What follows belongs to an exercise in optimizing a design on an open flow for small area and a short achievable clock period; a production flow would make more cautious choices.
Function was checked by simulation only, so behaviour that the tests miss may differ from the original.
No activity file was given, so power comes from the tool's default toggle rates.

### design.v
module rxf_crc32_byte (
    input  wire [31:0] crc_in,
    input  wire [7:0]  data,
    output reg  [31:0] crc_out
);
    integer i;
    always @* begin
        crc_out = crc_in ^ {24'd0, data};
        for (i = 0; i < 8; i = i + 1) begin
            if (crc_out[0])
                crc_out = (crc_out >> 1) ^ 32'hEDB88320;
            else
                crc_out = crc_out >> 1;
        end
    end
endmodule
module intron_rx_framer (
    input  wire         clk,
    input  wire         rst,             
    input  wire         soft_reset,      
    input  wire [47:0]  intron_sess,     
    input  wire         rx_valid,
    input  wire [7:0]   rx_data,
    input  wire         alloc_ok,        
    input  wire         cas_valid,
    input  wire [3:0]   cas_old,
    input  wire [3:0]   cas_new,
    input  wire         activity_clr,    
    input  wire         query_valid,     
    input  wire [7:0]   query_idx,
    input  wire         ap_take,         
    output reg  [3:0]   mode,
    output reg          cas_ok,
    output reg          associated,
    output reg          activity,
    output reg          mac_valid,
    output reg  [47:0]  mac,
    output reg  [7:0]   ap_count,
    output reg          ap_valid,
    output reg  [7:0]   ap_index,
    output reg  [127:0] ap_info,
    output reg          pkt_start,
    output wire [15:0]  pkt_len,
    output reg          pkt_wr,
    output wire [7:0]   pkt_data,
    output reg          pkt_end,
    output reg          pkt_good,
    output reg          evt_valid,
    output reg  [2:0]   evt_code,
    output wire [7:0]   evt_type,
    output wire [15:0]  evt_size
);
    localparam [7:0]  INTRON0 = 8'h55;
    localparam [7:0]  INTRON1 = 8'h4E;
    localparam [3:0] M_WAIT_INIT      = 4'd1;
    localparam [3:0] M_NEED_AP        = 4'd2;
    localparam [3:0] M_CONNECTING_AP  = 4'd3;
    localparam [3:0] M_RUNNING        = 4'd4;
    localparam [31:0] CRC_55 = 32'h36FCB509;
    reg  [3:0]   pos;        
    reg          pay;        
    reg          fixd;       
    reg          strm;       
    reg  [15:0]  cnt;        
    reg  [31:0]  crc;
    reg  [31:0]  rcrc;       
    reg          ka_flag;    
    reg  [7:0]   rtype;
    reg  [7:0]   rvar;
    reg  [119:0] fbuf;       
    reg          lq_valid;
    reg  [7:0]   lq_idx;
    assign pkt_len  = cnt;
    assign evt_size = cnt;
    assign evt_type = rtype;
    assign pkt_data = fbuf[7:0];
    wire        seek, hdr, hend, hp_crc_ok, hp0, hp1, hp_size, hp_sig;
    wire [7:0]  ipos1h;
    wire [3:0]  pos_inc;
    wire [15:0] sk0s, sk1s, cnt_dec;
    wire        size_zero, plast;
    wire [7:0]  cmp_byte;
    wire [23:0] ck_tab;
    wire        e_fill, e_mac, e_dev, e_cnt, e_link_pkt, e_link_ka;
    wire        e_chk_pay, e_chk_ka, e_oos, e_evt_hdr;
    wire [2:0]  e_code;
    wire        e_pstart, e_strm, e_fix_next, e_pay_next;
    wire        m_is1, m_is23, v_nz;
    wire [3:0]  m_dev;
    rxf_early u_early (
        .pos(pos), .pay(pay), .fixd(fixd), .strm(strm), .cnt(cnt),
        .crc(crc), .rcrc(rcrc), .rtype(rtype), .rvar(rvar),
        .lq_valid(lq_valid), .lq_idx(lq_idx), .mode(mode),
        .seek(seek), .hdr(hdr), .hend(hend), .hp_crc_ok(hp_crc_ok),
        .hp0(hp0), .hp1(hp1), .hp_size(hp_size), .hp_sig(hp_sig),
        .ipos1h(ipos1h), .pos_inc(pos_inc),
        .sk0s(sk0s), .sk1s(sk1s), .cnt_dec(cnt_dec),
        .size_zero(size_zero), .plast(plast),
        .ka_flag(ka_flag),
        .cmp_byte(cmp_byte), .ck_tab(ck_tab),
        .e_fill(e_fill), .e_mac(e_mac), .e_dev(e_dev), .e_cnt(e_cnt),
        .e_link_pkt(e_link_pkt), .e_link_ka(e_link_ka),
        .e_chk_pay(e_chk_pay), .e_chk_ka(e_chk_ka), .e_oos(e_oos),
        .e_evt_hdr(e_evt_hdr), .e_code(e_code),
        .e_pstart(e_pstart), .e_strm(e_strm),
        .e_fix_next(e_fix_next), .e_pay_next(e_pay_next),
        .m_is1(m_is1), .m_is23(m_is23), .v_nz(v_nz), .m_dev(m_dev)
    );
    wire take = rx_valid & ~soft_reset;
    wire [7:0] eq_sess;
    assign eq_sess[0] = (rx_data == INTRON0);
    assign eq_sess[1] = (rx_data == INTRON1);
    assign eq_sess[2] = (rx_data == intron_sess[7:0]);
    assign eq_sess[3] = (rx_data == intron_sess[15:8]);
    assign eq_sess[4] = (rx_data == intron_sess[23:16]);
    assign eq_sess[5] = (rx_data == intron_sess[31:24]);
    assign eq_sess[6] = (rx_data == intron_sess[39:32]);
    assign eq_sess[7] = (rx_data == intron_sess[47:40]);
    wire hit  = |(eq_sess & ipos1h);
    wire hit1 = |(eq_sess[7:1] & ipos1h[7:1]);     
    wire is55 = eq_sess[0];
    wire byte_ok  = (rx_data == cmp_byte);
    wire [31:0] crc_step = {8'd0, crc[31:8]} ^ rxf_tab(crc[7:0] ^ rx_data);
    function [7:0] tinv;
        input [7:0] a;
        begin
            tinv[0] = a[0] ^ a[1] ^ a[3] ^ a[5] ^ a[7];
            tinv[1] = a[1] ^ a[2] ^ a[4] ^ a[6];
            tinv[2] = a[2] ^ a[3] ^ a[5] ^ a[7];
            tinv[3] = a[3] ^ a[4] ^ a[6];
            tinv[4] = a[4] ^ a[5] ^ a[7];
            tinv[5] = a[5] ^ a[6];
            tinv[6] = a[0] ^ a[1] ^ a[3] ^ a[5] ^ a[6];
            tinv[7] = a[1] ^ a[2] ^ a[4] ^ a[6] ^ a[7];
        end
    endfunction
    function [31:0] rxf_tab;
        input [7:0] i;
        integer k;
        begin
            rxf_tab = {24'd0, i};
            for (k = 0; k < 8; k = k + 1)
                rxf_tab = rxf_tab[0] ? ((rxf_tab >> 1) ^ 32'hEDB88320) : (rxf_tab >> 1);
        end
    endfunction
    wire fill     = take & e_fill & byte_ok;
    wire mac_ld   = take & e_mac & byte_ok;
    wire dev_ok   = take & e_dev & byte_ok;
    wire cnt_ok   = take & e_cnt & byte_ok;
    wire link_ok  = take & (e_link_pkt | e_link_ka) & byte_ok;
    wire       cas_hit = cas_valid & ~soft_reset & (mode == cas_old);
    wire       c_is1   = (cas_new == M_WAIT_INIT);
    wire       c_is23  = (cas_new == M_NEED_AP) | (cas_new == M_CONNECTING_AP);
    wire       is1     = cas_hit ? c_is1  : m_is1;
    wire       is23    = cas_hit ? c_is23 : m_is23;
    wire [3:0] mode_c  = cas_hit ? cas_new : mode;
    wire [3:0] mode_n  = soft_reset              ? M_WAIT_INIT :
                         (dev_ok & is1)          ? m_dev :
                         (link_ok & v_nz & is23) ? M_RUNNING : mode_c;
    wire evt_n = take & (
        (e_oos & hit) |
        e_evt_hdr |
        ((e_chk_ka | e_chk_pay) & ~byte_ok));
    always @(posedge clk) begin
        if (rst | soft_reset) begin
            pos <= 4'd0;
            pay <= 1'b0;
            cnt <= 16'd0;
        end else if (rx_valid) begin
            if (seek) begin
                if (hit)
                    pos <= pos_inc;
                else begin
                    pos <= {3'd0, is55};
                    cnt <= is55 ? sk0s : sk1s;
                end
            end else if (hdr) begin
                pos <= pos_inc;
                if (hp_size)
                    cnt <= {cnt[7:0], rx_data};
                if (hend)
                    pay <= e_pay_next;
            end else begin
                cnt <= cnt_dec;
                if (plast)
                    pay <= 1'b0;
            end
        end
    end
    always @(posedge clk) begin
        if (rx_valid & hend) begin
            fixd <= e_fix_next;
            strm <= e_strm & alloc_ok;
        end
    end
    always @(posedge clk) begin
        if (rx_valid) begin
            if (hp0)    rtype <= rx_data;
            if (hp1)    rvar  <= rx_data;
            if (hp_sig) begin
                case (pos[1:0])
                    2'd0: rcrc[31:24] <= tinv(~rx_data);
                    2'd1: rcrc[23:16] <= ~rx_data ^ ck_tab[23:16];
                    2'd2: rcrc[15:8]  <= ~rx_data ^ ck_tab[15:8];
                    default: rcrc[7:0] <= ~rx_data ^ ck_tab[7:0];
                endcase
                ka_flag <= byte_ok & (ka_flag | (pos[1:0] == 2'd0));
            end
            if (seek)
                crc <= hit1 ? crc_step : CRC_55;
            else if (hp_crc_ok)
                crc <= crc_step;
        end
    end
    always @(posedge clk) begin
        if (rx_valid)
            fbuf <= {fbuf[111:0], rx_data};
    end
    always @(posedge clk) begin
        if (rst) begin
            mode       <= M_WAIT_INIT;
            cas_ok     <= 1'b0;
            associated <= 1'b0;
            activity   <= 1'b0;
            mac_valid  <= 1'b0;
            ap_count   <= 8'd0;
            ap_valid   <= 1'b0;
            lq_valid   <= 1'b0;
            pkt_start  <= 1'b0;
            pkt_wr     <= 1'b0;
            pkt_end    <= 1'b0;
            evt_valid  <= 1'b0;
        end else begin
            mode       <= mode_n;
            cas_ok     <= cas_hit;
            if (soft_reset)
                associated <= 1'b0;
            else if (link_ok)
                associated <= v_nz;
            activity   <= (activity & ~activity_clr) | link_ok;
            if (mac_ld)
                mac_valid <= 1'b1;
            if (cnt_ok)
                ap_count <= rx_data;
            ap_valid   <= fill | (ap_valid & ~ap_take);
            if (query_valid)
                lq_valid <= 1'b1;
            pkt_start  <= take & e_pstart & alloc_ok;
            pkt_wr     <= take & e_strm & pay;
            pkt_end    <= pay & e_strm & (soft_reset | (rx_valid & plast));
            evt_valid  <= evt_n;
        end
    end
    always @(posedge clk) begin
        if (query_valid)
            lq_idx <= query_idx;
        if (mac_ld)
            mac <= {fbuf[39:0], rx_data};
        if (fill) begin
            ap_index <= rvar;
            ap_info  <= {fbuf[119:0], rx_data};
        end
        pkt_good <= ~soft_reset & byte_ok & e_chk_pay;
        evt_code <= e_code;
    end
endmodule
module rxf_early (
    input  wire [3:0]  pos,
    input  wire        pay,
    input  wire        fixd,
    input  wire        strm,
    input  wire [15:0] cnt,
    input  wire [31:0] crc,
    input  wire [31:0] rcrc,
    input  wire [7:0]  rtype,
    input  wire [7:0]  rvar,
    input  wire        lq_valid,
    input  wire [7:0]  lq_idx,
    input  wire [3:0]  mode,
    input  wire        ka_flag,
    output wire        seek,         
    output wire        hdr,          
    output wire        hend,         
    output wire        hp_crc_ok,    
    output wire        hp0,          
    output wire        hp1,          
    output wire        hp_size,      
    output wire        hp_sig,       
    output wire [7:0]  ipos1h,       
    output wire [3:0]  pos_inc,
    output wire [15:0] sk0s,         
    output wire [15:0] sk1s,         
    output wire [15:0] cnt_dec,
    output wire        size_zero,
    output wire        plast,        
    output wire [7:0]  cmp_byte,     
    output wire [23:0] ck_tab,       
    output wire        e_fill,       
    output wire        e_mac,        
    output wire        e_dev,        
    output wire        e_cnt,        
    output wire        e_link_pkt,   
    output wire        e_link_ka,    
    output wire        e_chk_pay,    
    output wire        e_chk_ka,     
    output wire        e_oos,        
    output wire        e_evt_hdr,    
    output wire [2:0]  e_code,       
    output wire        e_pstart,     
    output wire        e_strm,       
    output wire        e_fix_next,
    output wire        e_pay_next,
    output wire        m_is1,        
    output wire        m_is23,       
    output wire        v_nz,         
    output wire [3:0]  m_dev         
);
    localparam [7:0] T_DEVICE_INFO   = 8'h00;
    localparam [7:0] T_PACKET        = 8'h02;
    localparam [7:0] T_SCAN_AP_COUNT = 8'h06;
    localparam [7:0] T_SCAN_AP_INFO  = 8'h07;
    localparam [7:0] T_INVALID       = 8'h08;
    localparam [7:0] SUPPORTED_VERSION = 8'h0B;
    localparam [2:0] E_CRC_MISMATCH   = 3'd1;
    localparam [2:0] E_OUT_OF_SYNC    = 3'd2;
    localparam [2:0] E_LENGTH_ERROR   = 3'd3;
    localparam [2:0] E_UNKNOWN_TYPE   = 3'd4;
    localparam [2:0] E_PROTOCOL_ERROR = 3'd5;
    assign seek = ~pay & ~pos[3];
    assign hdr  = ~pay &  pos[3];
    assign hend = hdr & (pos[2:0] == 3'd7);
    assign hp_crc_ok = pay | (hdr & ~pos[2]);
    assign hp0     = hdr & (pos[2:0] == 3'd0);
    assign hp1     = hdr & (pos[2:0] == 3'd1);
    assign hp_size = hdr & (pos[2:1] == 2'b01);
    assign hp_sig  = hdr & pos[2];
    genvar g;
    generate
        for (g = 0; g < 8; g = g + 1) begin : g_ipos
            assign ipos1h[g] = (pos[2:0] == g);
        end
    endgenerate
    assign pos_inc = pos + 4'd1;
    wire [16:0] sk0 = {1'b0, cnt} + {14'd0, pos[2:0]};
    wire [16:0] sk1 = {1'b0, cnt} + {14'd0, pos[2:0]} + 17'd1;
    assign sk0s = sk0[16] ? 16'hFFFF : sk0[15:0];
    assign sk1s = sk1[16] ? 16'hFFFF : sk1[15:0];
    assign cnt_dec = cnt - 16'd1;
    assign size_zero = (cnt == 16'd0);
    assign plast     = (cnt == 16'd1);
    function [31:0] rxf_tab;
        input [7:0] i;
        integer k;
        begin
            rxf_tab = {24'd0, i};
            for (k = 0; k < 8; k = k + 1)
                rxf_tab = rxf_tab[0] ? ((rxf_tab >> 1) ^ 32'hEDB88320) : (rxf_tab >> 1);
        end
    endfunction
    wire [31:0] tab_i = rxf_tab(rcrc[31:24]);
    assign ck_tab = tab_i[23:0];
    wire ck_rest = (crc[31:8] == rcrc[23:0]);
    reg [7:0] ka_byte;
    always @* begin
        case (pos[1:0])
            2'd0: ka_byte = ~crc[31:24];
            2'd1: ka_byte = ~crc[23:16];
            2'd2: ka_byte = ~crc[15:8];
            default: ka_byte = ~crc[7:0];
        endcase
    end
    assign cmp_byte = pay ? (rcrc[31:24] ^ crc[7:0]) : ka_byte;
    wire t_dev  = (rtype == T_DEVICE_INFO);
    wire t_pkt  = (rtype == T_PACKET);
    wire t_cnt  = (rtype == T_SCAN_AP_COUNT);
    wire t_info = (rtype == T_SCAN_AP_INFO);
    wire t_inv  = (rtype == T_INVALID);
    wire t_fix  = t_dev | t_cnt | t_info;
    wire len_ok = (t_dev  & (cnt == 16'd6)) |
                  (t_cnt  & (cnt == 16'd1)) |
                  (t_info & (cnt == 16'd16));
    wire ver_ok = (rvar == SUPPORTED_VERSION);
    assign v_nz = (rvar != 8'd0);
    wire fix_last = pay & fixd & plast;
    wire pkt_last = pay & strm & plast;
    wire ka_end   = hend & t_pkt & size_zero;
    assign e_fill     = fix_last & ck_rest & t_info & lq_valid & (rvar == lq_idx);
    assign e_mac      = fix_last & ck_rest & t_dev & ver_ok;
    assign e_dev      = fix_last & ck_rest & t_dev;
    assign e_cnt      = fix_last & ck_rest & t_cnt;
    assign e_link_pkt = pkt_last & ck_rest;
    assign e_link_ka  = ka_end & ka_flag;
    assign e_chk_pay = pay & (fixd | strm) & plast & ck_rest;
    assign e_chk_ka  = ka_end & ka_flag;
    assign e_oos     = seek & (pos[2:0] == 3'd7) & ~size_zero;
    assign e_evt_hdr = (hend & (t_inv | (t_fix & ~len_ok) | ~(t_pkt | t_fix))) |
                       (ka_end & ~ka_flag) |
                       (pay & (fixd | strm) & plast & ~ck_rest);
    assign e_code = seek  ? E_OUT_OF_SYNC :
                    ~hend ? E_CRC_MISMATCH :
                    t_inv ? E_PROTOCOL_ERROR :
                    t_pkt ? E_CRC_MISMATCH :
                    t_fix ? E_LENGTH_ERROR : E_UNKNOWN_TYPE;
    assign e_pstart   = hend & t_pkt & ~size_zero;
    assign e_strm     = pay ? strm : t_pkt;
    assign e_fix_next = t_fix & len_ok;
    assign e_pay_next = ~size_zero;
    assign m_is1  = (mode == 4'd1);
    assign m_is23 = (mode == 4'd2) | (mode == 4'd3);
    assign m_dev  = ver_ok ? 4'd2 : 4'd6;
endmodule
### flow/run.sh
#!/bin/bash
# Standard layout, with the smallest buffer on every port.
set -euo pipefail
bash standard.sh "BUFFER_PORTS_ARGS=-buffer_cell sky130_fd_sc_hd__buf_1" finish > standard.log 2>&1
### standard.sh
#!/bin/bash
# synth_recipe.tcl (not shown) runs the flow's synth.tcl, then flattens the netlist and writes it again
# the make line also repeats each setting of config.mk as NAME=value (left out here)
make -C /OpenROAD-flow-scripts/flow DESIGN_CONFIG=/design/flow/config.mk WORK_HOME=/design/flow/orfs CLKGATE_MAP_FILE= SYNTH_SCRIPT=/design/flow/synth_recipe.tcl "${@:-finish}"
### config.mk
export PLATFORM = sky130hd
export DESIGN_NAME = intron_rx_framer
export DESIGN_NICKNAME = intron_rx_framer
export VERILOG_FILES = /design/flow/design.v
export SDC_FILE = /design/flow/constraint.sdc
export NUM_CORES = 4
export LEC_CHECK = 0
export CAP_MARGIN = 20
export CORE_MARGIN = 2
export CORE_UTILIZATION = 65
export CTS_BUF_LIST = sky130_fd_sc_hd__clkbuf_8 sky130_fd_sc_hd__clkbuf_16
export CTS_CLUSTER_DIAMETER = 50
export CTS_CLUSTER_SIZE = 20
export PLACE_DENSITY = 0.75
export SETUP_SLACK_MARGIN = 5
export SLEW_MARGIN = 20
export SYNTH_HIERARCHICAL = 1
export SYNTH_MINIMUM_KEEP_SIZE = 0
### constraint.sdc
create_clock -name core_clock -period 8.0 [get_ports {clk}]
set_input_delay 1.6000 -clock core_clock [delete_from_list [all_inputs] [get_ports {clk}]]
set_output_delay 1.6000 -clock core_clock [all_outputs]
set_load 0.01 [all_outputs]
==> impl_metrics.toml, run 1 <==
[run_status]
status = "no timing/DRC/antenna violations"

[critical_path]
slowest_stage = "and2_4"
slowest_delay_ps = 260
path_cells = "buf_8, buf_12, buf_4, xnor2_2, nand4_1, nor2_4, and3b_4, buf_4, buf_12, buf_12, and2_4"
worst-endpoint-arrival_ps = 3440
crit_fanout = 8
cp_data_required_time_ps = 8240
critPathLaunchType = "input port"
critical_path_class = "in2reg"
crit_top_cell = "buf_12"
worstSetupEndpointType = "flop"

[final_layout]
area_delta_synth_final_pct = 23.7
fill_cells = 1525
nets = 1954
multi_input_area_mm2 = 0.00706
layout-drive-gt1-share_pct = 18.2
seq_area_mm2 = 0.0128

[synth]
synth-simple-area-share_pct = 10.2
ys.flop_type = "edfxtp_1"
synthAdderAreaFrac_pct = 1.37
netlist_area_mm2 = 0.0197
synth_cells = 1449
yosysUniqueCellTypes = 80
async_flop_share_pct = 0
synth-compound-area-share_pct = 5.83
synth_edf_count = 395
synth_xor_area_share_pct = 12.9
netlist.top_cell.by_area = "edfxtp_1"
synth.area.mux_share_pct = 1.23
synth_top_area_share_pct = 60.1
synth_top_family_by_area = "XOR/XNOR gates"
synth_seq_cells = 442
avgSynthCellArea_um2 = 13.6
ys.warnings.count = 8
seq_area_frac_synth_pct = 64.8
synth_area_leaders = "edfxtp_1 (60%), xnor2_1 (8.2%), dfxtp_1 (4.8%)"

[power]
peakVddDrop_mv = 0.159
switching_share_pct = 23.9
power_frac_comb_pct = 7.0
power_frac_clock_pct = 39.2
p_sw_mw = 1.16
power.density_mw_per_mm2 = 198
p_leak_nw = 8.59
power_frac_seq_pct = 53.8
internal_power_mw = 3.68

[clock_network]
clock_path_buffers = 3
htreeDepth = 2
clk-insertion-delay-late_ps = 550
path_clk_slew_ps = 90
cts_tree = "built"
hold_buffers = 0
cts_buffers = 36
cts.sinks = 442
root_buffer = "clkbuf_16"

[die]
die_w_um = 178
std_cell_rows = 63
dieArea_mm2 = 0.0318
pin_count = 338
die_y_um = 178
start_util_pct = 66.3
core_area_mm2 = 0.0298

[min_path]
hold_path_class = "reg2reg"

[flow_run]
cap_violations = 0

[grt]
overflow = 0
grt_pass1_vias = 13000
antenna_found_initial = 2
grt_max_degree = 77
grt.total_usage_pct = 35.7
grt_pass1_wl_mm = 83.4

[sta]
drv_slew = 0
fmax_ghz = 0.312
setup_slack_ps = 4790
rsz0062_at_grt = "true"
fin_crit_sh_pct = 40.1
tightest_slew_ps = 1030
fin_worst_skew_ps = 40.3
fin_tns_setup_ps = 0
hold_viol = 0
finalCriticalPeriod_ps = 3210
relSlewSlack_pct = 31.5
setup_violations = 0

[placed_design]
io_buffers = 337
hpwl_mm = 35.6
gp_congestion = 0.903
dpl_worst_slack_ps = 3070

[route]
vias = 14500
drtIter0Drc = 2327
routed_wl_mm = 64.7
antenna_left = 0
drt_pass1_iterations = 8
via_per_inst = 6.39
wl_per_cell_um = 28.5
remaining_drc_errors = 0
[cells by family (layout without fill, tap and decap cells)]
family	count (synthesis)	count (layout)
flops	442	442
simple gates	388	398
xor+xnor	273	273
compound gates	166	167
buf+inv	133	547
mux	24	24
fa+ha+maj	21	21
other cells	2	5
[final cells by class]
cell class	count	area share, %
Sequential cell	442	52.6
Multi-Input combinational cell	886	28.9
Timing Repair Buffer	454	11.0
Clock buffer	37	3.75
Tap cell	390	2.00
Clock inverter	24	1.23
Inverter	31	0.523
Timing Repair inverter	1	0.0205
Antenna cell	2	0.0205
[Yosys stat by module, one instance, submodules excluded]
module	flip-flops and latches	cell area [µm²]
rxf_early	0	3020
intron_rx_framer	442	16700
[stage by stage]
step / instance area (µm²) / instances / hold WS (ps) / power (mW) / utilization [%]
final: 24400 / 2267 / 426 / 4.84 / 82.0
after detailed placement: 21200 / 2092 / 407 / 2.92 / 71.2
after floorplan: 20000 / 1450 / 400 / 2.83 / -
after CTS: 23300 / 2193 / 425 / 4.73 / 78.1
after global placement: 21200 / 2092 / 401 / 2.90 / 71.2
after global routing: 24400 / 2267 / 435 / 4.93 / 82.0
[flip-flops by register name, summed over array words and instances, names as in the netlist, 3 cells and up]
signal / cells
ap_count: 8
ap_index: 8
ap_info: 128
cnt: 16
crc: 32
evt_code: 3
fbuf: 120
lq_idx: 8
mac: 48
mode: 4
pos: 4
rcrc: 32
rtype: 8
rvar: 8
[critical path, delay by kind of cell]
kind,cells,cell delay (ps)
buffers and inverters,6,800
XOR/XNOR,1,160
AND/OR/NAND/NOR,4,860
[power by group through the flow]
stage	Combinational, mW	Sequential, mW	Clock [mW]
floorplan	0.204	2.63	0
global placement	0.262	2.64	0
detailed placement	0.268	2.65	0
CTS	0.283	2.60	1.85
global route	0.357	2.60	1.97
finish	0.339	2.60	1.89
[path summary, 6_finish.rpt]
path                    from           end  slack [ps]  cells after the start
setup / recovery  rx_data[5]       mac[31]        4790                     11
hold reg to reg    fbuf[113]  ap_info[121]         430                      0
hold / removal     fbuf[113]  ap_info[121]         430                      0
setup reg to reg      pos[0]       mac[31]        4790                     15
[placed cells by master, fill, tap and decap left out, types with 9 or more instances in the layout]
| cell | instances |
|---|---|
| xnor2_4 | 10 |
| and3_1 | 12 |
| nand3_1 | 24 |
| o21ai_0 | 14 |
| xnor2_2 | 21 |
| nor2b_1 | 27 |
| o21ai_1 | 10 |
| ha_1 | 15 |
| mux2i_1 | 19 |
| buf_6 | 15 |
| buf_12 | 13 |
| dfxtp_1 | 33 |
| o22ai_1 | 10 |
| nand2_1 | 110 |
| inv_1 | 30 |
| nor3_1 | 17 |
| buf_1 | 328 |
| a21oi_1 | 35 |
| and2_4 | 13 |
| xnor2_1 | 160 |
| clkbuf_16 | 46 |
| o211ai_1 | 16 |
| buf_4 | 73 |
| nor4_1 | 9 |
| xor2_1 | 73 |
| a211oi_1 | 16 |
| nand4_1 | 39 |
| nor2_1 | 60 |
| edfxtp_1 | 395 |
[per-layer routing]
metal / vias up / part of all wire (%) / routed length, µm / GRT usage, %
met5: - / 0 / 0 / 0
met4: 0 / 5.6 / 3650 / 12.5
met3: 257 / 12 / 7640 / 6.18
met2: 1272 / 48 / 31300 / 59.5
met1: 6947 / 34 / 22100 / 47.7
li1: 6021 / - / - / -
[synth_stat cells (all sizes together) (4+ instances only)]
library cell and instances:
or3 4, o31a 4, a31oi 6, nand2b 7, o21a 5, and3 15, a21oi 36, a21o 6
nor2b 28, o22ai 11, clkbuf 39, o21ai 26, a211oi 20, nand3 28, nand3b 6, ha 20
o31ai 11, o211ai 17, edfxtp 395, dfxtp 47, xor2 82, a21boi 6, and2 12, nor4 15
mux2i 22, nor2 65, buf 63, xnor2 191, nand4 40, nand2 118, or2 5, inv 29
and3b 4, nor3 26
[repair_timing]
item                                   in CTS  in global routing
cloned                                      7                 21
setup endpoints to repair                 375                255
resized for setup                         113                105
endpoints found under the hold margin       0                  0
pin swaps                                  39                 45
buffers inserted                           33                 51
==> run 2, diff against run 1 <==
--- a/design.v
+++ b/design.v
@@ -342,8 +342,12 @@
     endgenerate
     assign pos_inc = pos + 4'd1;
-    wire [16:0] sk0 = {1'b0, cnt} + {14'd0, pos[2:0]};
-    wire [16:0] sk1 = {1'b0, cnt} + {14'd0, pos[2:0]} + 17'd1;
-    assign sk0s = sk0[16] ? 16'hFFFF : sk0[15:0];
-    assign sk1s = sk1[16] ? 16'hFFFF : sk1[15:0];
+    wire [3:0]  lo0    = {1'b0, cnt[2:0]} + {1'b0, pos[2:0]};
+    wire [3:0]  lo1    = {1'b0, cnt[2:0]} + {1'b0, pos[2:0]} + 4'd1;
+    wire [12:0] hi_inc = cnt[15:3] + 13'd1;
+    wire        hi_max = &cnt[15:3];
+    assign sk0s = ~lo0[3] ? {cnt[15:3], lo0[2:0]} :
+                  hi_max  ? 16'hFFFF : {hi_inc, lo0[2:0]};
+    assign sk1s = ~lo1[3] ? {cnt[15:3], lo1[2:0]} :
+                  hi_max  ? 16'hFFFF : {hi_inc, lo1[2:0]};
     assign cnt_dec = cnt - 16'd1;
     assign size_zero = (cnt == 16'd0);
--- a/config.mk
+++ b/config.mk
@@ -8,9 +8,9 @@
 export CAP_MARGIN = 20
 export CORE_MARGIN = 2
-export CORE_UTILIZATION = 65
-export CTS_BUF_LIST = sky130_fd_sc_hd__clkbuf_8 sky130_fd_sc_hd__clkbuf_16
-export CTS_CLUSTER_DIAMETER = 50
-export CTS_CLUSTER_SIZE = 20
-export PLACE_DENSITY = 0.75
+export CORE_UTILIZATION = 50
+export CTS_BUF_LIST = sky130_fd_sc_hd__clkbuf_16
+export CTS_CLUSTER_DIAMETER = 60
+export CTS_CLUSTER_SIZE = 25
+export PLACE_DENSITY = 0.65
 export SETUP_SLACK_MARGIN = 5
 export SLEW_MARGIN = 20
==> impl_metrics.toml, run 2 <==
[synth]
netlist.top_cell.by_area = "edfxtp_1"
synth_cells = 1450
synth_seq_cells = 442
async_flop_share_pct = 0
synth_edf_count = 395
avgSynthCellArea_um2 = 13.6
synth_area_leaders = "edfxtp_1 (60%), xnor2_1 (7.3%), dfxtp_1 (4.8%)"
synth_commonest_cells = "edfxtp_1 (395), xnor2_1 (165), nand2_1 (113)"
synth_most_common_cell = "edfxtp_1"
netlist_area_mm2 = 0.0198
ys.flop_type = "edfxtp_1"
yosysUniqueCellTypes = 82
seq_area_frac_synth_pct = 64.7
ys.warnings.count = 8
synth_top_area_share_pct = 59.9

[final_layout]
seq_area_mm2 = 0.0128
reg.largest.list = "ap_info x128, fbuf x120, mac x48"
fill_cells = 2931
final_common_cell = "edfxtp_1"
area_delta_synth_final_pct = 24.1
layout-drive-gt1-share_pct = 17.7
final_core_util_pct = 63.2
final_cell_mix = "edfxtp_1 (395), buf_1 (328), xnor2_1 (156)"
nets = 1937
largest_reg_flops = 128
regMostFlops = "ap_info"
multi_input_area_mm2 = 0.00688

[grt]
grt.total_usage_pct = 25.7
overflow = 0
antenna_found_initial = 1
grt_pass1_vias = 12400
grt_max_degree = 69
grt_pass1_wl_mm = 78.8

[sta]
fin_worst_skew_ps = 26.0
rsz0062_at_grt = "true"
drv_slew = 0
relSlewSlack_pct = 30.6
setup_violations = 0
fmax_ghz = 0.320
hold_viol = 0
whs_ps = 424
fin_tns_setup_ps = 0
tightest_slew_ps = 1030
finalCriticalPeriod_ps = 3120
fin_crit_sh_pct = 39.0

[clock_network]
cts_tree = "built"
root_buffer = "clkbuf_16"
clk-insertion-delay-late_ps = 600
clock_path_buffers = 3
cts.sinks = 442
cts_buffers = 30
path_clk_slew_ps = 90
htreeDepth = 1

[route]
remaining_drc_errors = 0
via_per_inst = 5.63
wl_per_cell_um = 23.9
routed_wl_mm = 56.7
antenna_left = 0
drt_pass1_iterations = 6
drtIter0Drc = 1163
vias = 13400

[critical_path]
cp_data_required_time_ps = 8320
worstSetupEndpointType = "flop"
crit_start = "rx_data[1]"
critPathLaunchType = "input port"
crit_fanout = 10
r2r_start = "pos[0]"
worst-endpoint-arrival_ps = 3440
critical_path_class = "in2reg"

[die]
start_util_pct = 51.0
core_area_mm2 = 0.0388
std_cell_rows = 72
dieArea_mm2 = 0.0412
die_y_um = 203
die_w_um = 203
pin_count = 338

[power]
p_leak_nw = 8.51
power.total_mw = 4.66
power.density_mw_per_mm2 = 190
peakVddDrop_mv = 0.140

[min_path]
hold_path_class = "reg2reg"
hold_start = "fbuf[119]"

[placed_design]
io_buffers = 337
hpwl_mm = 34.9
gp_congestion = 0.927

[run_status]
status = "no timing/DRC/antenna violations"

[flow_run]
cap_violations = 0
==> run 2: metal layers <==
metal  vias to the layer above  track usage [%]  wire length (µm)
li1                       5971                -                 -
met1                      6659             36.2             23000
met2                       622             41.6             27400
met3                       101             3.32              4500
met4                         2             8.29              1820
met5                         -                0                 9
==> run 2: cell families after synthesis <==
family / synth area share [%]
flip-flops: 64.7
AND/OR/NAND/NOR: 9.28
XOR/XNOR: 11.8
AO/OA/AOI/OAI: 6.38
buffers and inverters: 4.33
multiplexers: 1.97
adder cells (fa/ha/maj): 1.49
other: 0.0380
==> run 2: worst paths after layout <==
| check | end | slack, ps | depth (start not counted) |
|---|---|---|---|
| setup reg to reg | ap_info[116] | 5000 | 12 |
| hold / removal | ap_info[127] | 420 | 0 |
| hold reg to reg | ap_info[127] | 420 | 0 |
| setup / recovery | ap_info[116] | 4880 | 9 |
==> run 2: timing repair <==
action / CTS / global route
cloned: 12 / 20
pin swaps: 28 / 37
gates resized for setup: 121 / 106
hold buffers: 0 / 0
endpoints found under the setup margin: 333 / 313
setup buffers: 35 / 27
==> run 2: area by class of cell <==
| class | instances | share of cell area (%) |
|---|---|---|
| Sequential cell | 442 | 52.3 |
| Multi-Input combinational cell | 871 | 28.0 |
| Timing Repair Buffer | 442 | 11.8 |
| Clock buffer | 31 | 3.16 |
| Tap cell | 518 | 2.64 |
| Clock inverter | 20 | 1.34 |
| Inverter | 46 | 0.713 |
| Antenna cell | 1 | 0.0102 |
==> run 2: power breakdown <==
group / switching (mW) / leakage [nW] / internal, mW / total (mW)
Sequential: 0.0321 / 4.03 / 2.56 / 2.59
Combinational: 0.195 / 3.95 / 0.159 / 0.354
Clock: 0.885 / 0.538 / 0.834 / 1.72
Total: 1.11 / 8.51 / 3.55 / 4.66
==> run 2: critical path, cell delays in order <==
cell and delay [ps]:
clkbuf_16 120, buf_12 140, buf_12 150, xor2_4 190, nor4_4 330, and3b_2 340, and2_4 240, buf_12 150
clkbuf_16 160
==> run 2: stage by stage <==
| stage | setup slack, ps | cell area (µm²) | std cells |
|---|---|---|---|
| final | 4880 | 24600 | 2371 |
| after global routing | 4870 | 24600 | 2370 |
| after CTS | 4920 | 23500 | 2323 |
| after detailed placement | 2820 | 21300 | 2225 |
| after global placement | 2920 | 21300 | 2225 |
| after floorplan | 3950 | 20000 | 1451 |
==> run 2: Yosys stat by module (local to each module, per instance) <==
module | cells | copies in the design | cell area, µm²
intron_rx_framer | 1049 | 1 | 17100
rxf_early | 401 | 1 | 2700
==> run 3, diff against run 2 <==
--- a/config.mk
+++ b/config.mk
@@ -6,4 +6,5 @@
 export NUM_CORES = 4
 export LEC_CHECK = 0
+export ABC_AREA = 1
 export CAP_MARGIN = 20
 export CORE_MARGIN = 2
==> impl_metrics.toml, run 3 <==
[run_status]
status = "no timing/DRC/antenna violations"

[synth]
synth_commonest_cells = "edfxtp_1 (395), nand2_1 (284), nor2_1 (172)"
synth_seq_cells = 442
async_flop_share_pct = 0
ys.warnings.count = 8
synth_area_leaders = "edfxtp_1 (59%), nand2_1 (5.3%), dfxtp_1 (4.7%)"
synth_cells = 1718
netlist_area_mm2 = 0.0199
synth_most_common_cell = "edfxtp_1"
synth_top_area_share_pct = 59.5
seq_area_frac_synth_pct = 64.2
netlist.top_cell.by_area = "edfxtp_1"
ys.flop_type = "edfxtp_1"
synth_edf_count = 395
yosysUniqueCellTypes = 53
avgSynthCellArea_um2 = 11.6

[critical_path]
worstReg2RegEnd = "mac[4]"
critPathLaunchType = "input port"
r2r_start = "pos[0]"
worstSetupEndpointType = "flop"
r2r_cells = 17
cp_data_required_time_ps = 8290
path_cells = "clkbuf_2, buf_12, inv_6, a21boi_0, nand2_1, nor2_1, nand3_2, nand2_2, nor2_4, nand4_1, nor2_4, buf_12, buf_8, or2_2"
slowest_delay_ps = 260
r2r_setup_slack_ps = 5100
crit_fanout = 15
worst-endpoint-arrival_ps = 3300
slowest_stage = "or2_2"
critical_path_class = "in2reg"
crit_start = "rx_data[7]"

[clock_network]
cts_tree = "built"
htreeDepth = 2
clk-insertion-delay-late_ps = 560
path_clk_slew_ps = 80
cts.sinks = 442
clock_path_buffers = 3
root_buffer = "clkbuf_16"
cts_buffers = 34

[route]
via_per_inst = 5.23
drtIter0Drc = 1208
vias = 13900
drt_pass1_iterations = 7
routed_wl_mm = 52.1
wl_per_cell_um = 19.6
remaining_drc_errors = 0
antenna_left = 0

[grt]
grt_max_degree = 69
grt_pass1_vias = 12900
grt_pass1_wl_mm = 76.1
antenna_found_initial = 0
grt.total_usage_pct = 24.1
overflow = 0

[sta]
finalCriticalPeriod_ps = 3020
rsz0062_at_grt = "true"
relSlewSlack_pct = 35.4
tightest_slew_ps = 967
hold_viol = 0
setup_violations = 0
fin_tns_setup_ps = 0
drv_slew = 0
fin_worst_skew_ps = 40.6
fin_crit_sh_pct = 37.7
fmax_ghz = 0.332

[final_layout]
largest_reg_flops = 128
final_cells = 2664
layout-drive-gt1-share_pct = 14.9
antennaDiodeCount = 0
area_delta_synth_final_pct = 21.7
regMostFlops = "ap_info"
nets = 2221
final_cell_mix = "edfxtp_1 (395), buf_1 (328), nand2_1 (269)"
final_common_cell = "edfxtp_1"
reg.largest.list = "ap_info x128, fbuf x120, mac x48"

[power]
p_leak_nw = 8.96
peakVddDrop_mv = 0.145
power.density_mw_per_mm2 = 195

[min_path]
min_path_cells = 0
hold_start = "fbuf[119]"
whs_endpoint = "ap_info[127]"
hold_path_class = "reg2reg"

[placed_design]
dp.cells = 2514
gp_congestion = 0.914
io_buffers = 337
hpwl_mm = 34.4

[die]
die_w_um = 204
core_area_mm2 = 0.0395
start_util_pct = 50.4
die_y_um = 204
pin_count = 338
dieArea_mm2 = 0.0415
std_cell_rows = 73

[flow_run]
cap_violations = 0
## run 3: cell types whose count changed after synthesis, moves of 15 or more
cell / change
nand3_1: +55
o21ai_0: +40
nand2_1: +171
nor2_1: +92
o22ai_1: +29
clkbuf_1: -15
inv_1: +127
nand2b_1: -16
a211o_1: -16
mux2_2: -16
mux2i_1: -21
xnor2_1: -74
## run 3: how the worst max path moves through the flow
stage	endpoint	slack [ps]	cells after the start
after floorplan	ap_index[0]	3270	9
final	crc[13]	4980	14
after CTS	crc[16]	4970	14
after global placement	cnt[10]	3590	11
after detailed placement	cnt[10]	3450	11
after global routing	crc[13]	4900	14
## run 3: critical path: cells and delay by family
| family | cells | cell delay [ps] |
|---|---|---|
| buffers and inverters | 5 | 590 |
| and+or+nand+nor | 8 | 910 |
| AOI/OAI and AO/OA | 1 | 180 |
## run 3: final cells by class
cell class                 instances  area [µm²]
clock buffer                      35         876
multi-input combinational       1017        6390
sequential                       442       12800
timing repair inverter             1        7.51
clock inverter                    23         270
timing repair buffer             436        2480
tap                              525         657
fill                            3182       15300
inverter                         185         763
## run 3: power breakdown
| part | leakage [nW] | switching (mW) | total (mW) | internal [mW] |
|---|---|---|---|---|
| Combinational | 4.37 | 0.219 | 0.380 | 0.161 |
| Clock | 0.560 | 0.864 | 1.74 | 0.878 |
| Sequential | 4.03 | 0.0426 | 2.61 | 2.56 |
| Total | 8.96 | 1.13 | 4.73 | 3.60 |
## run 3: cell families after synthesis
logic type,synth area share [%]
flops,64.2
fa+ha+maj,1.48
other cells,0.0377
simple gates,12.8
compound gates,5.43
buf+inv,6.14
xor+xnor,9.91
## run 3: repair_timing
action / CTS / global route
gates resized for setup: 66 / 116
setup buffers: 32 / 42
endpoints found under the setup margin: 367 / 346
pin swaps: 11 / 35
hold buffers: 0 / 0
gates cloned: 8 / 10
## run 3: layer usage
metal	vias to the layer above	part of all wire, %	GRT usage [%]	routed length [µm]
li1	6559	-	-	-
met1	6639	41	33.9	21400
met2	647	48	39.0	24900
met3	87	8.3	3.90	4340
met4	0	2.7	7.12	1400
met5	-	0	0	0
## run 3: per-stage QoR
stage	total power, mW	cell area (µm²)	utilization, %	setup slack, ps	hold WS (ps)
2_1_floorplan	2.88	20100	-	3270	400
3_5_place_dp	2.98	21500	54.5	3450	407
5_1_grt	4.89	24300	61.4	4900	431
3_3_place_gp	2.97	21500	54.5	3590	401
4_1_cts	4.72	23300	59.0	4970	427
6_report	4.73	24300	61.4	4980	427
## run 3: modules after synthesis, one instance, submodules excluded
module,flops+latches,cells inside,copies in the design
intron_rx_framer,442,1159,1
rxf_early,0,559,1
==> run 4, diff against run 3 <==
--- a/config.mk
+++ b/config.mk
@@ -11,9 +11,7 @@
 export CORE_UTILIZATION = 50
 export CTS_BUF_LIST = sky130_fd_sc_hd__clkbuf_16
-export CTS_CLUSTER_DIAMETER = 60
-export CTS_CLUSTER_SIZE = 25
+export CTS_CLUSTER_DIAMETER = 100
+export CTS_CLUSTER_SIZE = 30
 export PLACE_DENSITY = 0.65
 export SETUP_SLACK_MARGIN = 5
 export SLEW_MARGIN = 20
-export SYNTH_HIERARCHICAL = 1
-export SYNTH_MINIMUM_KEEP_SIZE = 0
==> impl_metrics.toml, run 4 <==
[run_status]
status = "no timing/DRC/antenna violations"

[critical_path]
critical_path_class = "in2reg"
slowest_delay_ps = 250
critPathBufInv = 5
crit_start = "rx_valid"
critPathTopFamily = "buffers and inverters"
worstSetupEndpointType = "flop"
crit_top_cell = "nand4_1"
worst-endpoint-arrival_ps = 3300
slowest_stage = "nor2_1"
r2r_cells = 15
cp_data_required_time_ps = 8220
crit_fanout = 34
r2r_start = "pos[0]"
worstReg2RegEnd = "ap_info[112]"
path_cells = "clkbuf_4, inv_1, nor2_1, nand4_1, nor3_1, nand4_1, clkinvlp_4, buf_12, buf_16"
critPathLaunchType = "input port"
r2r_setup_slack_ps = 4960

[synth]
synth_cells = 1564
synth_top_area_share_pct = 61.4
synth_area_leaders = "edfxtp_1 (61%), dfxtp_1 (4.9%), nand2_1 (4.5%)"
yosysUniqueCellTypes = 54
seq_area_frac_synth_pct = 66.3
synth_most_common_cell = "edfxtp_1"
avgSynthCellArea_um2 = 12.3
netlist_area_mm2 = 0.0193
async_flop_share_pct = 0
netlist.top_cell.by_area = "edfxtp_1"
synth_seq_cells = 442
synth_commonest_cells = "edfxtp_1 (395), nand2_1 (233), inv_1 (135)"
ys.warnings.count = 2
synth_edf_count = 395
ys.flop_type = "edfxtp_1"

[sta]
fin_crit_sh_pct = 38.4
fin_worst_skew_ps = 36.3
fin_tns_setup_ps = 0
rsz0062_at_grt = "true"
finalCriticalPeriod_ps = 3070
whs_ps = 431
setup_slack_ps = 4930
tightest_slew_ps = 769
hold_viol = 0
fmax_ghz = 0.325
setup_violations = 0
relSlewSlack_pct = 48.5
drv_slew = 0

[route]
remaining_drc_errors = 0
drt_pass1_iterations = 6
highest_layer = "met4"
vias = 13000
antenna_left = 0
drtIter0Drc = 1175
via_per_inst = 5.29
routed_wl_mm = 49.9
wl_met2_mm = 23.9
wl_met1_mm = 21.2
wl_per_cell_um = 20.3
dr_wl_met3_mm = 3.93

[final_layout]
area_delta_synth_final_pct = 18.0
final_cell_mix = "edfxtp_1 (395), buf_1 (330), nand2_1 (219)"
final_core_util_pct = 60.2
antennaDiodeCount = 0
nets = 2047
final_common_cell = "edfxtp_1"
reg.largest.list = "ap_info x128, fbuf x120, mac x48"
layout-drive-gt1-share_pct = 12.9
regMostFlops = "ap_info"
largest_reg_flops = 128

[die]
start_util_pct = 51.0
pin_count = 338
dieArea_mm2 = 0.0402
std_cell_rows = 71
die_w_um = 201
die_y_um = 201
core_area_mm2 = 0.0378

[clock_network]
root_buffer = "clkbuf_16"
clk-insertion-delay-late_ps = 540
clock_path_buffers = 3
path_clk_slew_ps = 100
cts_buffers = 19
cts_tree = "built"
htreeDepth = 1
cts.sinks = 442
hold_buffers = 0

[power]
peakVddDrop_mv = 0.120
power.total_mw = 4.10
p_leak_nw = 8.20
power.density_mw_per_mm2 = 180

[grt]
grt_pass1_vias = 12100
grt.total_usage_pct = 23.8
overflow = 0
grt_max_degree = 69
antenna_found_initial = 0
grt_pass1_wl_mm = 73.6

[placed_design]
hpwl_mm = 33.9
io_buffers = 337
gp_congestion = 0.913
dpl_worst_slack_ps = 3670

[min_path]
whs_endpoint = "ap_info[122]"
hold_start = "fbuf[114]"
hold_path_class = "reg2reg"
min_path_cells = 0

[flow_run]
cap_violations = 0
[run 4: what timing repair did]
| item | 4_1_cts | 5_1_grt |
|---|---|---|
| cloned | 9 | 4 |
| endpoints found under the hold margin | 0 | 0 |
| resized for setup | 57 | 59 |
| endpoints found under the setup margin | 305 | 282 |
| pin swaps | 14 | 27 |
| setup buffers | 36 | 26 |
[run 4: kinds of logic after synthesis]
logic type	share of synthesized area, %
AOI/OAI and AO/OA	5.30
and+or+nand+nor	12.3
adders and majority gates	1.59
buffers and inverters	5.50
xor gates and xnor gates	8.95
DFF	66.3
[run 4: worst max-delay path by stage]
stage / slack, ps / end / depth (start not counted)
CTS: 4960 / ap_info[26] / 12
detailed placement: 3670 / ap_info[13] / 10
global placement: 3710 / ap_info[13] / 10
floorplan: 3250 / ap_index[0] / 10
global route: 4850 / ap_info[120] / 15
finish: 4930 / ap_info[112] / 9
[run 4: routing by layer]
layer  up-vias  track usage (%)
met4         0             4.92
met2       597             39.2
met5         -                0
li1       6101                -
met1      6271             33.9
met3        70             3.60
[run 4: cell type report]
class                           instances  area (µm²)
Sequential cell                       442       12800
Timing Repair inverter                  1        7.51
Timing Repair Buffer                  421        2300
Inverter                              150         616
Clock inverter                         14         111
Clock buffer                           19         475
Multi-Input combinational cell        907        5800
Tap cell                              511         639
Fill cell                            3076       15100
[run 4: power by group]
part,total (mW),switching (mW),leakage (nW),internal [mW]
Clock,1.17,0.690,0.318,0.483
Sequential,2.59,0.0324,4.02,2.56
Combinational,0.338,0.198,3.86,0.139
[run 4: per-stage QoR]
step / area, µm² / std cells
floorplan: 19500 / 1564
finish: 22800 / 2465
detailed placement: 21000 / 2357
global route: 22800 / 2465
global placement: 21000 / 2357
CTS: 22300 / 2435
==> run 5, diff against run 4 <==
--- a/config.mk
+++ b/config.mk
@@ -16,2 +16,3 @@
 export SETUP_SLACK_MARGIN = 5
 export SLEW_MARGIN = 20
+export TNS_END_PERCENT = 30
==> impl_metrics.toml, run 5 <==
[sta]
fin_crit_sh_pct = 38.5
tightest_slew_ps = 874
hold_viol = 0
fin_worst_skew_ps = 24.6
finalCriticalPeriod_ps = 3080
relSlewSlack_pct = 41.7
rsz0062_at_grt = "true"
setup_violations = 0
setup_slack_ps = 4920
whs_ps = 431
drv_slew = 0
fin_tns_setup_ps = 0
fmax_ghz = 0.325

[route]
drtIter0Drc = 1159
remaining_drc_errors = 0
routed_wl_mm = 49.7
via_per_inst = 5.26
antenna_left = 0
wl_per_cell_um = 20.1
vias = 13000
drt_pass1_iterations = 5

[synth]
synth-compound-area-share_pct = 5.30
synth.area.mux_share_pct = 0
synth_area_leaders = "edfxtp_1 (61%), dfxtp_1 (4.9%), nand2_1 (4.5%)"
netlist_area_mm2 = 0.0193
synth-simple-area-share_pct = 12.3
synth_edf_count = 395
yosysUniqueCellTypes = 54
ys.warnings.count = 2
synth_most_common_cell = "edfxtp_1"
ys.flop_type = "edfxtp_1"
synth_seq_cells = 442
netlist.top_cell.by_area = "edfxtp_1"
synth_xor_area_share_pct = 8.95
synth_cells = 1564
seq_area_frac_synth_pct = 66.3
synth_top_area_share_pct = 61.4
synthAdderAreaFrac_pct = 1.59
async_flop_share_pct = 0
synth_top_family_by_area = "simple AND/OR/NAND/NOR gates"
avgSynthCellArea_um2 = 12.3
synth_commonest_cells = "edfxtp_1 (395), nand2_1 (233), inv_1 (135)"

[final_layout]
final_cell_mix = "edfxtp_1 (395), buf_1 (329), nand2_1 (227)"
final_common_cell = "edfxtp_1"
regMostFlops = "ap_info"
nets = 2049
finalInstanceArea_mm2 = 0.0227
reg.largest.list = "ap_info x128, fbuf x120, mac x48"
antennaDiodeCount = 0
layout-drive-gt1-share_pct = 12.4
largest_reg_flops = 128
area_delta_synth_final_pct = 17.7

[placed_design]
gp_congestion = 0.918
hpwl_mm = 34.4
place_area_mm2 = 0.0209
io_buffers = 337
dpl_worst_slack_ps = 3140

[clock_network]
hold_buffers = 0
cts_tree = "built"
path_clk_slew_ps = 100
root_buffer = "clkbuf_16"
clock_path_buffers = 3
clk-insertion-delay-late_ps = 540
htreeDepth = 1
cts_buffers = 19
cts.sinks = 442

[power]
peakVddDrop_mv = 0.129
power.density_mw_per_mm2 = 178
p_leak_nw = 8.19
power.total_mw = 4.05

[critical_path]
crit_fanout = 6
r2r_cells = 17
cp_data_required_time_ps = 8260
worst-endpoint-arrival_ps = 3340
critical_path_class = "in2reg"
worstSetupEndpointType = "flop"
critPathLaunchType = "input port"

[min_path]
hold_path_class = "reg2reg"
min_path_cells = 0

[die]
core_area_mm2 = 0.0378
start_util_pct = 51.0
die_w_um = 201
pin_count = 338
dieArea_mm2 = 0.0402
std_cell_rows = 71
die_y_um = 201

[grt]
antenna_found_initial = 1
overflow = 0
grt_pass1_vias = 12300
grt.total_usage_pct = 24.0
grt_pass1_wl_mm = 74.3
grt_max_degree = 67

[run_status]
status = "no timing/DRC/antenna violations"

[flow_run]
cap_violations = 0
[run 5: power by group]
group / switching (mW) / internal [mW]
Sequential: 0.0339 / 2.56
Clock: 0.687 / 0.456
Combinational: 0.187 / 0.127
[run 5: final timing paths]
path                                      to        from  slack [ps]
worst max-delay path             ap_info[20]  rx_data[1]        4920
worst min-delay path            ap_info[120]   fbuf[112]         430
worst min register to register  ap_info[120]   fbuf[112]         430
worst max register to register   ap_info[20]      pos[1]        5030
[run 5: layer usage]
| metal | vias up | wire, µm | global-route usage [%] |
|---|---|---|---|
| met5 | - | 13 | 0 |
| li1 | 6086 | - | - |
| met4 | 2 | 1170 | 6.30 |
| met2 | 621 | 23800 | 39.7 |
| met1 | 6216 | 20900 | 34.0 |
| met3 | 64 | 3830 | 2.78 |
[run 5: per-stage QoR]
step | utilization (%) | instances
finish | 60.0 | 2468
global route | 60.0 | 2468
CTS | 58.2 | 2433
detailed placement | 55.1 | 2357
global placement | 55.1 | 2357
floorplan | - | 1564
[run 5: cell families (layout without fill, tap and decap cells)]
kind of cell	count (synthesis)	after routing
AO/OA/AOI/OAI	182	182
XOR/XNOR	175	175
adder cells (fa/ha/maj)	24	24
buffers and inverters	219	610
flip-flops	442	442
AND/OR/NAND/NOR	522	524
[run 5: worst max-delay path, stage by stage]
cell and delay [ps]:
buf_6 100, buf_12 130, buf_12 140, nand3_2 70
nand2_1 50, nor2_1 100, nand2_1 90, nor2_4 190
nand4_1 200, clkinvlp_4 140, buf_12 120, buf_12 110
buf_12 120, clkbuf_16 140
[run 5: cell type report]
type	count	area (µm²)
timing repair inverter	6	45.0
timing repair buffer	420	2360
inverter	150	619
tap	511	639
multi-input combinational	905	5670
clock inverter	15	95.1
clock buffer	19	475
sequential	442	12800
fill	3080	15100
[run 5: repair_timing]
item / in CTS / in global routing
endpoints found under the hold margin: 0 / 0
setup buffers: 31 / 28
endpoints found under the setup margin: 348 / 395
gates resized for setup: 44 / 92
pin swaps: 2 / 33
gates cloned: 11 / 7
==> run 6, diff against run 5 <==
--- a/config.mk
+++ b/config.mk
@@ -16,3 +16,5 @@
 export SETUP_SLACK_MARGIN = 5
 export SLEW_MARGIN = 20
-export TNS_END_PERCENT = 30
+export SYNTH_HIERARCHICAL = 1
+export SYNTH_MINIMUM_KEEP_SIZE = 0
+export TNS_END_PERCENT = 10
==> impl_metrics.toml, run 6 <==
[run_status]
status = "no timing/DRC/antenna violations"

[final_layout]
seq_area_mm2 = 0.0128
layout-drive-gt1-share_pct = 10.0
final_common_cell = "edfxtp_1"
final_cells = 2605
antennaDiodeCount = 0
multi_input_area_mm2 = 0.00615
nets = 2170
finalInstanceArea_mm2 = 0.0231
largest_reg_flops = 128
fill_cells = 3366
reg.largest.list = "ap_info x128, fbuf x120, mac x48"
area_delta_synth_final_pct = 15.7
regMostFlops = "ap_info"
final_cell_mix = "edfxtp_1 (395), buf_1 (329), nand2_1 (276)"

[clock_network]
root_buffer = "clkbuf_16"
hold_buffers = 0
htreeDepth = 1
cts.sinks = 442
cts_buffers = 20
cts_tree = "built"
clock_path_buffers = 3
path_clk_slew_ps = 110
clk-insertion-delay-late_ps = 570

[placed_design]
io_buffers = 337
place_area_mm2 = 0.0215
hpwl_mm = 34.2
dp.cells = 2517
gp_congestion = 0.892

[critical_path]
critPathBufInv = 1
crit_cells = 1
cp_data_required_time_ps = 6400
r2r_start = "pos[0]"
slowest_stage = "dfxtp_1"
worst-endpoint-arrival_ps = 1440
crit_fanout = 11
critPathLaunchType = "flop"
path_cells = "buf_1"
critical_path_class = "reg2out"
worstSetupEndpointType = "primary output"
critPathTopFamily = "flip-flops"
r2r_cells = 17
r2r_setup_slack_ps = 5100
worstReg2RegEnd = "ap_info[13]"
crit_start = "cnt[6]"
critPathCapture = "evt_size[6]"
slowest_delay_ps = 670

[synth]
synth_commonest_cells = "edfxtp_1 (395), nand2_1 (284), nor2_1 (172)"
async_flop_share_pct = 0
synth_top_area_share_pct = 59.5
synth_cells = 1718
seq_area_frac_synth_pct = 64.2
synth_edf_count = 395
yosysUniqueCellTypes = 53
netlist_area_mm2 = 0.0199
synth_seq_cells = 442
synth_most_common_cell = "edfxtp_1"
synth_area_leaders = "edfxtp_1 (59%), nand2_1 (5.3%), dfxtp_1 (4.7%)"
ys.warnings.count = 8
ys.flop_type = "edfxtp_1"
netlist.top_cell.by_area = "edfxtp_1"
avgSynthCellArea_um2 = 11.6

[route]
vias = 13600
drtIter0Drc = 1122
antenna_left = 0
drt_pass1_iterations = 6
wl_per_cell_um = 19.5
routed_wl_mm = 50.7
remaining_drc_errors = 0
via_per_inst = 5.24

[grt]
antenna_found_initial = 0
grt_max_degree = 69
grt_pass1_vias = 12800
grt_pass1_wl_mm = 74.8
overflow = 0
grt.total_usage_pct = 23.6

[power]
p_leak_nw = 8.41
power.density_mw_per_mm2 = 180
peakVddDrop_mv = 0.177

[sta]
drv_slew = 0
tightest_slew_ps = 1040
fin_crit_sh_pct = 38.0
finalCriticalPeriod_ps = 3040
rsz0062_at_grt = "true"
relSlewSlack_pct = 30.8
fin_worst_skew_ps = 35.8
hold_viol = 0
fin_tns_setup_ps = 0
fmax_ghz = 0.329
setup_violations = 0

[die]
pin_count = 338
core_area_mm2 = 0.0395
start_util_pct = 50.4
dieArea_mm2 = 0.0415
std_cell_rows = 73
die_y_um = 204
die_w_um = 204

[flow_run]
cap_violations = 0

[min_path]
hold_path_class = "reg2reg"
[run 6: power by group]
group          internal (mW)  switching (mW)
sequential              2.56          0.0423
combinational          0.134           0.207
clock                  0.486           0.731
[run 6: layout make-up]
type	instances	area share, %
sequential	442	55.5
multi-input combinational	1016	26.6
timing repair buffer	400	8.93
inverter	185	3.26
tap	525	2.85
clock buffer	20	2.17
clock inverter	16	0.569
timing repair inverter	1	0.0325
[run 6: timing repair]
action	4_1_cts	5_1_grt
setup buffers	22	18
resized for setup	57	53
cloned	6	6
pin swaps	10	11
setup endpoints to repair	302	274
[run 6: worst min-delay path by stage]
stage / start / to / slack (ps) / cells after the start
6_report: fbuf[119] / ap_info[127] / 430 / 0
5_1_grt: fbuf[119] / ap_info[127] / 440 / 0
4_1_cts: fbuf[119] / ap_info[127] / 430 / 0
3_5_place_dp: fbuf[119] / ap_info[127] / 410 / 0
3_3_place_gp: fbuf[114] / ap_info[122] / 400 / 0
2_1_floorplan: fbuf[112] / ap_info[120] / 400 / 0
[run 6: metrics by stage]
step / util [%] / hold slack [ps] / power, mW / setup slack, ps
after global placement: 54.4 / 401 / 2.97 / 2980
after global routing: 58.4 / 442 / 4.31 / 4900
after floorplan: - / 400 / 2.88 / 3270
after CTS: 57.3 / 431 / 4.17 / 4900
final: 58.4 / 429 / 4.16 / 4960
after detailed placement: 54.4 / 405 / 2.98 / 2800
[run 6: kinds of logic after synthesis]
group | after synthesis | synth area share, %
AO/OA/AOI/OAI | 194 | 5.43
buffers and inverters | 265 | 6.14
adder cells (fa/ha/maj) | 23 | 1.48
other | 2 | 0.0377
AND/OR/NAND/NOR | 598 | 12.8
XOR/XNOR | 194 | 9.91
flip-flops | 442 | 64.2
[run 6: routing by layer]
metal  GRT usage (%)  vias up  share of wire, %
li1                -     6427                 -
met1            33.4     6559                43
met2            38.3      577                46
met3            3.42       86               7.4
met4            6.41        0               3.0
met5               0        -                 0
[run 6: modules after synthesis, one instance, submodules excluded]
module            flip-flops and latches  cell area (µm²)  copies in the design
intron_rx_framer                     442            16900                     1
rxf_early                              0             3000                     1
==> run 7, diff against run 6 <==
--- a/config.mk
+++ b/config.mk
@@ -13,8 +13,7 @@
 export CTS_CLUSTER_DIAMETER = 100
 export CTS_CLUSTER_SIZE = 30
-export PLACE_DENSITY = 0.65
+export PLACE_DENSITY = 0.55
 export SETUP_SLACK_MARGIN = 5
 export SLEW_MARGIN = 20
 export SYNTH_HIERARCHICAL = 1
 export SYNTH_MINIMUM_KEEP_SIZE = 0
-export TNS_END_PERCENT = 10
==> impl_metrics.toml, run 7 <==
[synth]
synth_top_family_by_area = "simple AND/OR/NAND/NOR gates"
synth.area.mux_share_pct = 0
synth-compound-area-share_pct = 5.43
avgSynthCellArea_um2 = 11.6
ys.warnings.count = 8
synth_cells = 1718
netlist_area_mm2 = 0.0199
synth_top_area_share_pct = 59.5
synthAdderAreaFrac_pct = 1.48
synth_xor_area_share_pct = 9.91
synth_seq_cells = 442
synth_most_common_cell = "edfxtp_1"
synth_commonest_cells = "edfxtp_1 (395), nand2_1 (284), nor2_1 (172)"
seq_area_frac_synth_pct = 64.2
netlist.top_cell.by_area = "edfxtp_1"
synth_edf_count = 395
synth-simple-area-share_pct = 12.8
ys.flop_type = "edfxtp_1"
yosysUniqueCellTypes = 53
async_flop_share_pct = 0
synth_area_leaders = "edfxtp_1 (59%), nand2_1 (5.3%), dfxtp_1 (4.7%)"

[sta]
whs_ps = 430
fmax_ghz = 0.333
tightest_slew_ps = 973
fin_crit_sh_pct = 37.5
drv_slew = 0
finalCriticalPeriod_ps = 3000
setup_violations = 0
rsz0062_at_grt = "true"
hold_viol = 0
relSlewSlack_pct = 35.0
fin_worst_skew_ps = 25.5
fin_tns_setup_ps = 0
setup_slack_ps = 5000

[power]
switching_share_pct = 22.8
internal_power_mw = 3.21
power.total_mw = 4.16
power_frac_seq_pct = 62.6
power.density_mw_per_mm2 = 176
p_leak_nw = 8.64
power_frac_clock_pct = 28.1
power_frac_comb_pct = 9.3
p_sw_mw = 0.948
peakVddDrop_mv = 0.155

[final_layout]
nets = 2197
reg.largest.list = "ap_info x128, fbuf x120, mac x48"
finalInstanceArea_mm2 = 0.0236
area_delta_synth_final_pct = 18.5
final_common_cell = "edfxtp_1"
layout-drive-gt1-share_pct = 12.5
final_cell_mix = "edfxtp_1 (395), buf_1 (329), nand2_1 (273)"
regMostFlops = "ap_info"
final_core_util_pct = 59.7
antennaDiodeCount = 0
final_cells = 2630
largest_reg_flops = 128

[die]
dieArea_mm2 = 0.0415
core_area_mm2 = 0.0395
die_w_um = 204
start_util_pct = 50.4
std_cell_rows = 73
die_y_um = 204
pin_count = 338

[clock_network]
htreeDepth = 1
path_clk_slew_ps = 110
clk-insertion-delay-late_ps = 540
root_buffer = "clkbuf_16"
cts_tree = "built"
cts.sinks = 442
clock_path_buffers = 3
cts_buffers = 19

[grt]
grt_max_degree = 67
grt_pass1_wl_mm = 76.7
grt.total_usage_pct = 24.7
overflow = 0
antenna_found_initial = 0
grt_pass1_vias = 12500

[min_path]
hold_path_class = "reg2reg"

[route]
via_per_inst = 5.15
remaining_drc_errors = 0
drt_pass1_iterations = 5
antenna_left = 0
vias = 13500
routed_wl_mm = 54.4
wl_per_cell_um = 20.7
drtIter0Drc = 916

[critical_path]
worst-endpoint-arrival_ps = 3260
crit_fanout = 21
worstReg2RegEnd = "cnt[12]"
critPathLaunchType = "input port"
critPathCapture = "ap_info[20]"
worstSetupEndpointType = "flop"
crit_start = "rx_data[2]"
cp_data_required_time_ps = 8260
r2r_cells = 17
critical_path_class = "in2reg"
r2r_start = "pos[1]"
r2r_setup_slack_ps = 5110

[placed_design]
dpl_worst_slack_ps = 3340
place_area_mm2 = 0.0216
io_buffers = 337
hpwl_mm = 37.4
gp_congestion = 0.897
dp.cells = 2517

[run_status]
status = "no timing/DRC/antenna violations"

[flow_run]
cap_violations = 0
run 7: final cells by class:
| type | instances | area (µm²) |
|---|---|---|
| multi-input cells | 1017 | 6320 |
| clock buffers | 19 | 475 |
| inverters | 185 | 742 |
| repair buffers | 426 | 2480 |
| well taps | 525 | 657 |
| clock inverters | 14 | 111 |
| flip-flops and latches | 442 | 12800 |
| repair inverters | 2 | 15.0 |
| fillers | 3368 | 15900 |
run 7: how the worst min path moves through the flow:
stage / startpoint / cells after the start / endpoint / slack, ps
3_3_place_gp: fbuf[115] / 0 / ap_info[123] / 400
3_5_place_dp: fbuf[114] / 0 / ap_info[122] / 400
6_report: fbuf[114] / 0 / ap_info[122] / 430
2_1_floorplan: fbuf[112] / 0 / ap_info[120] / 400
5_1_grt: fbuf[112] / 0 / ap_info[120] / 450
4_1_cts: fbuf[114] / 0 / ap_info[122] / 430
run 7: power groups by stage:
| stage | Sequential (mW) | Clock, mW | Combinational (mW) |
|---|---|---|---|
| floorplan | 2.64 | 0 | 0.247 |
| global placement | 2.65 | 0 | 0.328 |
| detailed placement | 2.66 | 0 | 0.329 |
| CTS | 2.60 | 1.20 | 0.351 |
| global route | 2.61 | 1.27 | 0.424 |
| finish | 2.60 | 1.17 | 0.388 |
run 7: kinds of logic after synthesis:
| kind of cell | count (synthesis) |
|---|---|
| AOI/OAI and AO/OA | 194 |
| xor gates and xnor gates | 194 |
| adders and majority gates | 23 |
| buffers and inverters | 265 |
| DFF | 442 |
| other | 2 |
| and+or+nand+nor | 598 |
run 7: metal layers:
layer	GRT usage, %	share of wire, %	vias up
met3	3.66	6.4	68
met4	6.49	2.7	0
met2	41.2	47	436
li1	-	-	6485
met5	0	0	-
met1	34.2	44	6556
run 7: timing repair:
item	CTS	global route
buffers inserted	21	34
hold buffers	0	0
cloned	6	19
pin swaps	17	33
endpoints found under the setup margin	326	257
resized for setup	60	101
run 7: worst max-delay path, cell delays in order:
cell and delay, ps:
clkbuf_2 120, buf_12 190, xnor2_1 140, nand2_1 80, nor2_2 130, nand2_2 120, nor2_4 160, nand2_2 90
clkinvlp_4 180, clkbuf_16 220, clkbuf_16 180
run 7: modules after synthesis (local to each module, per instance):
module            area [µm²]  flops+latches  cells
intron_rx_framer       16900            442   1159
rxf_early               3000              0    559

static timing again, ports no longer ideal:
No port has a modelled driver above. Below, the same layouts with a new extraction and two added sets of constraints. Step 1 assumes that a clkbuf_16 drives the clock port and a buf_2 every other input. Step 2 adds t to the input delays and takes it off the output delays; t is the mean of the earliest and latest rising clock arrival at the registers after step 1. Input paths then give back, and output paths get back, about the clock's delay inside the block. Slacks: no drivers / after step 1 / after step 2; pairs: no drivers / after step 1.
| run | shift t [ns] | setup slack, ns | hold WS [ns] | worst register clock-pin slew, ns |
|---|---|---|---|---|
| run 1 | 0.589 | 4.793 / 4.795 / 4.218 | 0.426 / 0.426 / 0.426 | 0.09 / 0.09 |
| run 2 | 0.645 | 4.879 / 4.883 / 4.238 | 0.424 / 0.424 / 0.424 | 0.09 / 0.09 |
| run 3 | 0.603 | 4.985 / 4.995 / 4.408 | 0.427 / 0.427 / 0.427 | 0.09 / 0.09 |
| run 4 | 0.579 | 4.927 / 4.951 / 4.372 | 0.431 / 0.431 / 0.431 | 0.12 / 0.12 |
| run 5 | 0.589 | 4.923 / 4.919 / 4.329 | 0.431 / 0.431 / 0.431 | 0.12 / 0.12 |
| run 6 | 0.607 | 4.959 / 4.905 / 4.383 | 0.429 / 0.429 / 0.429 | 0.12 / 0.12 |
| run 7 | 0.586 | 5.001 / 4.998 / 4.430 | 0.430 / 0.430 / 0.430 | 0.12 / 0.12 |
After both steps every run listed still meets setup and hold. For run 2, which loses most, drivers alone change the setup slack by +0.004 ns; drivers and shift together by -0.641 ns.
